What follows belongs to an exercise in optimizing a design on an open flow for small area, a short achievable clock period and few clock cycles; a production flow would make more cautious choices.
The RTL was checked by simulation tests, not by an equivalence proof against the original design.
Power figures rest on the tool's default switching activity, not on a simulated workload.

== 08-28 ==
==> flow/design.v <==
module cinepak_yuv_sum (
    input  wire [7:0]  y,
    input  wire [7:0]  u,       
    input  wire [7:0]  v,       
    input  wire [8:0]  nw,      
    output wire [9:0]  r_sum,
    output wire [9:0]  g_sum,
    output wire [9:0]  b_sum
);
    wire [9:0] ys = {2'b00, y};
    cinepak_add10 u_ar (.a(ys), .b({v[7], v, 1'b0}), .ci(1'b0), .s(r_sum));
    cinepak_add10 u_ab (.a(ys), .b({u[7], u, 1'b0}), .ci(1'b0), .s(b_sum));
    cinepak_add10 u_ag (.a(ys), .b({nw[8], nw}),     .ci(1'b1), .s(g_sum));
endmodule
module cinepak_yuv_pack (
    input  wire [9:0]  r_sum,
    input  wire [9:0]  g_sum,
    input  wire [9:0]  b_sum,
    input  wire [3:0]  f,
    output wire [23:0] pix
);
    wire [7:0] r = r_sum[9] ? 8'd0 : (r_sum[8] ? 8'd255 : r_sum[7:0]);
    wire [7:0] g = g_sum[9] ? 8'd0 : (g_sum[8] ? 8'd255 : g_sum[7:0]);
    wire [7:0] b = b_sum[9] ? 8'd0 : (b_sum[8] ? 8'd255 : b_sum[7:0]);
    assign pix = ({24{f[0]}} & {8'd0, r[7:3], g[7:2], b[7:3]})
               | ({24{f[1]}} & {10'd0, r[7:3], g[7:3], b[7:4]})
               | ({24{f[2]}} & {r, g, b})
               | ({24{f[3]}} & {16'd0, b});
endmodule
module cinepak_add10 (
    input  wire [9:0] a,
    input  wire [9:0] b,
    input  wire       ci,
    output wire [9:0] s
);
    wire [9:0] g = a & b;
    wire [9:0] p = a ^ b;
    wire [9:0] gl [0:4];
    wire [9:0] pl [0:4];
    assign gl[0] = {g[9:1], g[0] | (p[0] & ci)};
    assign pl[0] = p;
    genvar k, i;
    generate
        for (k = 0; k < 4; k = k + 1) begin : lvl
            for (i = 0; i < 10; i = i + 1) begin : bit_
                if ((i >> k) & 1) begin : merge
                    assign gl[k+1][i] = gl[k][i] | (pl[k][i] & gl[k][((i >> k) << k) - 1]);
                    assign pl[k+1][i] = pl[k][i] & pl[k][((i >> k) << k) - 1];
                end else begin : pass
                    assign gl[k+1][i] = gl[k][i];
                    assign pl[k+1][i] = pl[k][i];
                end
            end
        end
    endgenerate
    assign s = p ^ {gl[4][8:0], ci};
endmodule
module cinepak_cb_loader (
    input  wire        clk,
    input  wire        rst,
    input  wire        in_valid,
    output wire        in_ready,
    input  wire [7:0]  in_data,
    input  wire [1:0]  fmt,
    output reg         out_valid,
    input  wire        out_ready,
    output reg         out_v1,
    output reg  [7:0]  out_index,
    output reg  [95:0] out_pix
);
    localparam M_HDR  = 2'd0;    
    localparam M_CB   = 2'd1;    
    localparam M_SKIP = 2'd2;    
    reg  [1:0]  mode;
    reg  [1:0]  hcnt;             
    reg  [23:0] rem;              
    reg         cb_is;            
    reg         cb_sparse;
    reg         cb_v1;
    reg         cb_short;
    reg  [1:0]  cb_fmt;
    reg         fresh;            
    reg  [5:0]  fo;               
    reg         is_ent;           
    reg  [31:0] mask;             
    reg  [3:0]  grp;              
    reg  [7:0]  cur_idx;          
    reg         cur_v1;           
    reg  [7:0]  q0, q1, q2, q3;
    reg  [2:0]  qn;               
    reg  [7:0]  su, sv;
    reg  [8:0]  nw;               
    reg  [3:0]  conv_f;           
    reg  [2:0]  rdy;              
    reg  [1:0]  pc;               
    reg         s2v;              
    reg  [1:0]  s2pc;             
    reg  [9:0]  s2r, s2g, s2b;    
    reg         in_rdy;
    assign in_ready = in_rdy;
    wire take = in_valid && in_rdy;
    reg  last;                    
    reg  fits4;                   
    reg  fits6;                   
    wire fitsn = cb_short ? fits4 : fits6;
    wire rem_hi0 = (rem[23:8] == 16'd0);
    reg  [23:0] rem_dec;
    integer d;
    always @* begin
        for (d = 0; d < 24; d = d + 1)
            rem_dec[d] = rem[d] ^ ((rem & ((24'd1 << d) - 24'd1)) == 24'd0);
    end
    reg         mask_zero;
    wire        done      = mask_zero && grp[3];
    wire        need_flag = mask_zero && cb_sparse;
    reg  [4:0] lead;
    integer l;
    always @* begin
        lead = 5'd0;
        for (l = 0; l < 32; l = l + 1)
            if (mask[l]) lead = 31 - l;
    end
    wire [2:0] grp_m1   = grp[2:0] - 3'd1;
    wire [7:0] next_idx = {grp_m1, lead};
    reg  [31:0] clr;
    integer c;
    always @* begin
        for (c = 0; c < 32; c = c + 1)
            clr[c] = (cur_idx[4:0] == 31 - c);
    end
    wire in_cb    = (mode == M_CB);
    wire fs       = in_cb && fo[0];
    wire fs_ent   = fs && !done && !need_flag && fitsn;
    wire fs_flag  = fs && !done && need_flag && fits4;
    wire fs_skip  = fs && !fs_ent && !fs_flag;
    wire mid_ent  = in_cb && !fo[0] && is_ent;
    wire mid_flag = in_cb && !fo[0] && !is_ent;
    wire ent_end  = mid_ent && (cb_short ? fo[3] : fo[5]);
    wire y_byte   = fs_ent || (mid_ent && !fo[4] && !fo[5]);
    wire hdr_end  = take && (mode == M_HDR) && (hcnt == 2'd3);
    wire no_pay = rem_hi0 && (in_data <= 8'd4);
    wire out_free = !out_valid || out_ready;
    wire s2_move  = s2v && ((s2pc != 2'd0) || out_free);
    wire conv     = (rdy != 3'd0) && (!s2v || s2_move);
    wire y_in     = take && y_byte;
    wire y_rdy1   = take && cb_short && mid_ent && (fo[2] || fo[3]);
    wire y_rdy2   = take && cb_short && mid_ent && fo[1];
    wire ent_in   = take && !cb_short && ent_end;
    wire [2:0] rdy_up = rdy + 3'd1;
    wire [2:0] rdy_dn = rdy - 3'd1;
    wire [2:0] rdy_u2 = rdy + 3'd2;
    wire [2:0] qn_up  = qn + 3'd1;
    wire [2:0] qn_dn  = qn - 3'd1;
    wire [2:0] rdy_n = ent_in ? 3'd4 :
                       y_rdy2 ? (conv ? rdy_up : rdy_u2) :
                       y_rdy1 ? (conv ? rdy : rdy_up) :
                       (conv ? rdy_dn : rdy);
    wire [2:0] qn_n  = (y_in && !conv) ? qn_up :
                       (!y_in && conv) ? qn_dn : qn;
    wire [1:0] pc_n  = pc + {1'b0, conv};
    wire       s2v_n  = conv || (s2v && !s2_move);
    wire [1:0] s2pc_n = conv ? pc : s2pc;
    wire out_valid_n = (out_valid && !out_ready) || (s2_move && s2pc == 2'd3);
    wire [2:0] wp    = conv ? qn_dn : qn;
    wire fresh_n     = hdr_end ? (!no_pay && cb_is) : (take ? 1'b0 : fresh);
    wire sure_n   = !s2v_n || (s2pc_n != 2'd0) || !out_valid_n;
    wire rdy_nz_n = (rdy_n != 3'd0);
    always @(posedge clk) begin
        if (rst) begin
            mode   <= M_HDR;
            hcnt   <= 2'd0;
            fo     <= 6'd1;
            fresh  <= 1'b0;
            rdy    <= 3'd0;
            qn     <= 3'd0;
            pc     <= 2'd0;
            s2v    <= 1'b0;
            in_rdy <= 1'b1;
            out_valid <= 1'b0;
        end else begin
            rdy    <= rdy_n;
            qn     <= qn_n;
            pc     <= pc_n;
            s2v    <= s2v_n;
            fresh  <= fresh_n;
            out_valid <= out_valid_n;
            in_rdy <= !((qn_n == 3'd4) && rdy_nz_n && !sure_n) &&
                      !(fresh_n && (qn_n != 3'd0));
            if (take) begin
                case (mode)
                M_HDR: begin
                    hcnt <= hcnt + 2'd1;
                    if (hcnt == 2'd3) begin
                        fo   <= 6'd1;
                        if (no_pay)
                            mode <= M_HDR;
                        else if (cb_is)
                            mode <= M_CB;
                        else
                            mode <= M_SKIP;
                    end
                end
                default: begin
                    if (last) begin
                        mode <= M_HDR;
                        hcnt <= 2'd0;
                    end else if (fs_skip) begin
                        mode <= M_SKIP;
                    end
                    if (fs_flag || fs_ent)
                        fo   <= 6'd2;
                    if (mid_flag || mid_ent)
                        fo   <= ((mid_flag && fo[3]) || ent_end) ? 6'd1 : {fo[4:0], 1'b0};
                end
                endcase
            end
        end
    end
    always @(posedge clk) begin
        if (hdr_end)
            mask_zero <= 1'b1;
        else if (in_rdy && mid_flag && fo[3])
            mask_zero <= (mask[31:8] == 24'd0) && (in_data == 8'd0);
        else
            mask_zero <= (mask == 32'd0);
        if (hdr_end) begin
            grp  <= 4'd0;
            mask <= 32'd0;
        end
        if (take && mode != M_HDR) begin
            rem   <= rem_dec;
            last  <= (rem == 24'd6);
            fits4 <= !rem_hi0 || (rem[7:0] >= 8'd9);
            fits6 <= !rem_hi0 || (rem[7:0] >= 8'd11);
        end
        if (hdr_end) begin
            last  <= rem_hi0 && (in_data == 8'd5);
            fits4 <= !rem_hi0 || (in_data >= 8'd8);
            fits6 <= !rem_hi0 || (in_data >= 8'd10);
        end
        if (take && fs_flag) begin
            mask[31:24] <= in_data;
            grp    <= grp + 4'd1;
            is_ent <= 1'b0;
        end
        if (take && fs_ent) begin
            if (mask_zero) begin
                mask <= 32'hffffffff;
                grp  <= grp + 4'd1;
            end
            conv_f  <= 4'b0001 << cb_fmt;
            is_ent  <= 1'b1;
            if (cb_short || cb_fmt == 2'd3) begin
                su <= 8'd0;
                sv <= 8'd0;
                nw <= 9'h1ff;
            end
        end
        if (take && mid_ent && fo[1]) begin
            cur_idx <= next_idx;
            cur_v1  <= cb_v1;
        end
        if (in_rdy) begin
            if (mode == M_HDR) begin
                case (hcnt)
                    2'd0: begin
                        cb_is     <= (in_data[7:3] == 5'b00100);
                        cb_sparse <= in_data[0];
                        cb_v1     <= in_data[1];
                        cb_short  <= in_data[2];
                        cb_fmt    <= fmt;
                    end
                    2'd1: rem[23:16] <= in_data;
                    2'd2: rem[15:8]  <= in_data;
                    default: rem[7:0] <= in_data;
                endcase
            end
            if (mid_ent) begin
                if (fo[4] && cb_fmt != 2'd3) su <= in_data;
                if (fo[5] && cb_fmt != 2'd3) begin
                    sv <= in_data;
                    nw <= ~w_sum[8:0];
                end
                if (fo[2])
                    mask <= mask & ~clr;
            end
            if (mid_flag) begin
                if (fo[1]) mask[23:16] <= in_data;
                if (fo[2]) mask[15:8]  <= in_data;
                if (fo[3]) mask[7:0]   <= in_data;
            end
        end
    end
    wire wr = in_rdy && y_byte;
    wire [9:0] w_sum;
    cinepak_add10 u_aw (.a({{3{su[7]}}, su[7:1]}), .b({{2{in_data[7]}}, in_data}), .ci(1'b0), .s(w_sum));
    always @(posedge clk) begin
        if (conv) begin
            q0 <= q1;
            q1 <= q2;
            q2 <= q3;
        end
        if (wr) begin
            case (wp[1:0])
                2'd0: q0 <= in_data;
                2'd1: q1 <= in_data;
                2'd2: q2 <= in_data;
                default: q3 <= in_data;
            endcase
        end
    end
    wire [9:0] r_sum, g_sum, b_sum;
    cinepak_yuv_sum u_sum (.y(q0), .u(su), .v(sv), .nw(nw),
                           .r_sum(r_sum), .g_sum(g_sum), .b_sum(b_sum));
    always @(posedge clk) begin
        if (conv) begin
            s2pc <= pc;
            s2r  <= r_sum;
            s2g  <= g_sum;
            s2b  <= b_sum;
        end
    end
    wire [23:0] pix;
    cinepak_yuv_pack u_pack (.r_sum(s2r), .g_sum(s2g), .b_sum(s2b), .f(conv_f), .pix(pix));
    always @(posedge clk) begin
        if (s2_move) begin
            case (s2pc)
                2'd0: begin
                    out_pix[23:0] <= pix;
                    out_v1        <= cur_v1;
                    out_index     <= cur_idx;
                end
                2'd1: out_pix[47:24] <= pix;
                2'd2: out_pix[71:48] <= pix;
                default: out_pix[95:72] <= pix;
            endcase
        end
    end
endmodule
Settings: LEC_CHECK=0, CAP_MARGIN=20, CORE_MARGIN=2, CORE_UTILIZATION=40, CTS_CLUSTER_DIAMETER=75, CTS_CLUSTER_SIZE=36, PLACE_DENSITY=0.6, SETUP_SLACK_MARGIN=3, SLEW_MARGIN=20, TNS_END_PERCENT=0; clock period 5.0 ns.
standard.sh (not shown) runs the stock make flow with config.mk's settings and CLKGATE_MAP_FILE= SYNTH_SCRIPT=/design/flow/synth_recipe.tcl, a recipe that flattens the netlist after the stock synthesis.
==> flow/flow/run.sh <==
#!/bin/bash
# Standard ORFS layout, with small port buffers instead of delay cells and
# free cell sizing during timing repair.
bash standard.sh BUFFER_PORTS_ARGS="-buffer_cell sky130_fd_sc_hd__buf_1" MATCH_CELL_FOOTPRINT=0 finish > standard.log 2>&1
Testbench counts of 08-28, summed over its fixed seeds: cycles 73,512.
Input changes introduced in 03-21 (baseline for comparison: 08-28):
diff --git a/flow/design.v b/flow/design.v
--- a/flow/design.v
+++ b/flow/design.v
@@ -85,7 +85,9 @@
     reg  [31:0] mask;             
     reg  [3:0]  grp;              
     reg  [7:0]  cur_idx;          
-    reg         cur_v1;           
+    reg         cur_v1;
+    reg  [7:0]  s2idx;            
+    reg         s2v1;             
     reg  [7:0]  q0, q1, q2, q3;
     reg  [2:0]  qn;               
     reg  [7:0]  su, sv;
@@ -121,7 +123,7 @@
             if (mask[l]) lead = 31 - l;
     end
     wire [2:0] grp_m1   = grp[2:0] - 3'd1;
-    wire [7:0] next_idx = {grp_m1, lead};
+    wire [7:0] next_idx = mask_zero ? {grp[2:0], 5'd0} : {grp_m1, lead};
     reg  [31:0] clr;
     integer c;
     always @* begin
@@ -143,18 +145,15 @@
     wire s2_move  = s2v && ((s2pc != 2'd0) || out_free);
     wire conv     = (rdy != 3'd0) && (!s2v || s2_move);
     wire y_in     = take && y_byte;
-    wire y_rdy1   = take && cb_short && mid_ent && (fo[2] || fo[3]);
-    wire y_rdy2   = take && cb_short && mid_ent && fo[1];
+    wire y_rdy    = y_in && cb_short;
     wire ent_in   = take && !cb_short && ent_end;
     wire [2:0] rdy_up = rdy + 3'd1;
     wire [2:0] rdy_dn = rdy - 3'd1;
-    wire [2:0] rdy_u2 = rdy + 3'd2;
     wire [2:0] qn_up  = qn + 3'd1;
     wire [2:0] qn_dn  = qn - 3'd1;
     wire [2:0] rdy_n = ent_in ? 3'd4 :
-                       y_rdy2 ? (conv ? rdy_up : rdy_u2) :
-                       y_rdy1 ? (conv ? rdy : rdy_up) :
-                       (conv ? rdy_dn : rdy);
+                       (y_rdy && !conv) ? rdy_up :
+                       (!y_rdy && conv) ? rdy_dn : rdy;
     wire [2:0] qn_n  = (y_in && !conv) ? qn_up :
                        (!y_in && conv) ? qn_dn : qn;
     wire [1:0] pc_n  = pc + {1'b0, conv};
@@ -249,6 +248,8 @@
                 grp  <= grp + 4'd1;
             end
             conv_f  <= 4'b0001 << cb_fmt;
+            cur_idx <= next_idx;
+            cur_v1  <= cb_v1;
             is_ent  <= 1'b1;
             if (cb_short || cb_fmt == 2'd3) begin
                 su <= 8'd0;
@@ -256,10 +257,6 @@
                 nw <= 9'h1ff;
             end
         end
-        if (take && mid_ent && fo[1]) begin
-            cur_idx <= next_idx;
-            cur_v1  <= cb_v1;
-        end
         if (in_rdy) begin
             if (mode == M_HDR) begin
                 case (hcnt)
@@ -281,7 +278,7 @@
                     sv <= in_data;
                     nw <= ~w_sum[8:0];
                 end
-                if (fo[2])
+                if (fo[1])
                     mask <= mask & ~clr;
             end
             if (mid_flag) begin
@@ -315,6 +312,10 @@
     always @(posedge clk) begin
         if (conv) begin
             s2pc <= pc;
+            if (pc == 2'd0) begin
+                s2idx <= cur_idx;
+                s2v1  <= cur_v1;
+            end
             s2r  <= r_sum;
             s2g  <= g_sum;
             s2b  <= b_sum;
@@ -327,8 +328,8 @@
             case (s2pc)
                 2'd0: begin
                     out_pix[23:0] <= pix;
-                    out_v1        <= cur_v1;
-                    out_index     <= cur_idx;
+                    out_v1        <= s2v1;
+                    out_index     <= s2idx;
                 end
                 2'd1: out_pix[47:24] <= pix;
                 2'd2: out_pix[71:48] <= pix;
Results
- Diff 08-28 -> 03-21: routed wire length shrank by about 1.9%, worst hold slack shrank by 0.014 ns, share of the cycle needed by the critical path after routing grew by 1.4 points, standby leakage power shrank by about 0.7%, area of the multi-input gates shrank by about 3.3%.
Testbench counts of 03-21, summed over its fixed seeds: cycles 73,511.

==> separate check: timing with driven ports <==
How much do the figures lean on ideal ports? The routed layouts below were timed once more, with nothing changed but the port constraints.
Step 1: set_driving_cell puts a clkbuf_16 on clk and a buf_2 on each other input, an assumption about the parent block.
Step 2 also shifts input and output timing later by t, the mid clock arrival at the registers, as if the neighbouring blocks saw the same clock.
a / b / c = ideal / step 1 / step 2; a / b = the first two.
run | t, ns | slack for setup (ns) | slew at the worst register clock pin (ns) | pins driven straight from the clock port
08-28 | 0.574 | 2.685 / 2.693 / 2.130 | 0.11 / 0.11 | 1
03-21 | 0.569 | 2.617 / 2.623 / 2.070 | 0.10 / 0.10 | 1
After both steps setup and hold are still met in every run listed. The setup slack of 08-28, which loses most, moves by +0.008 ns with the drivers and by -0.555 ns with both steps.
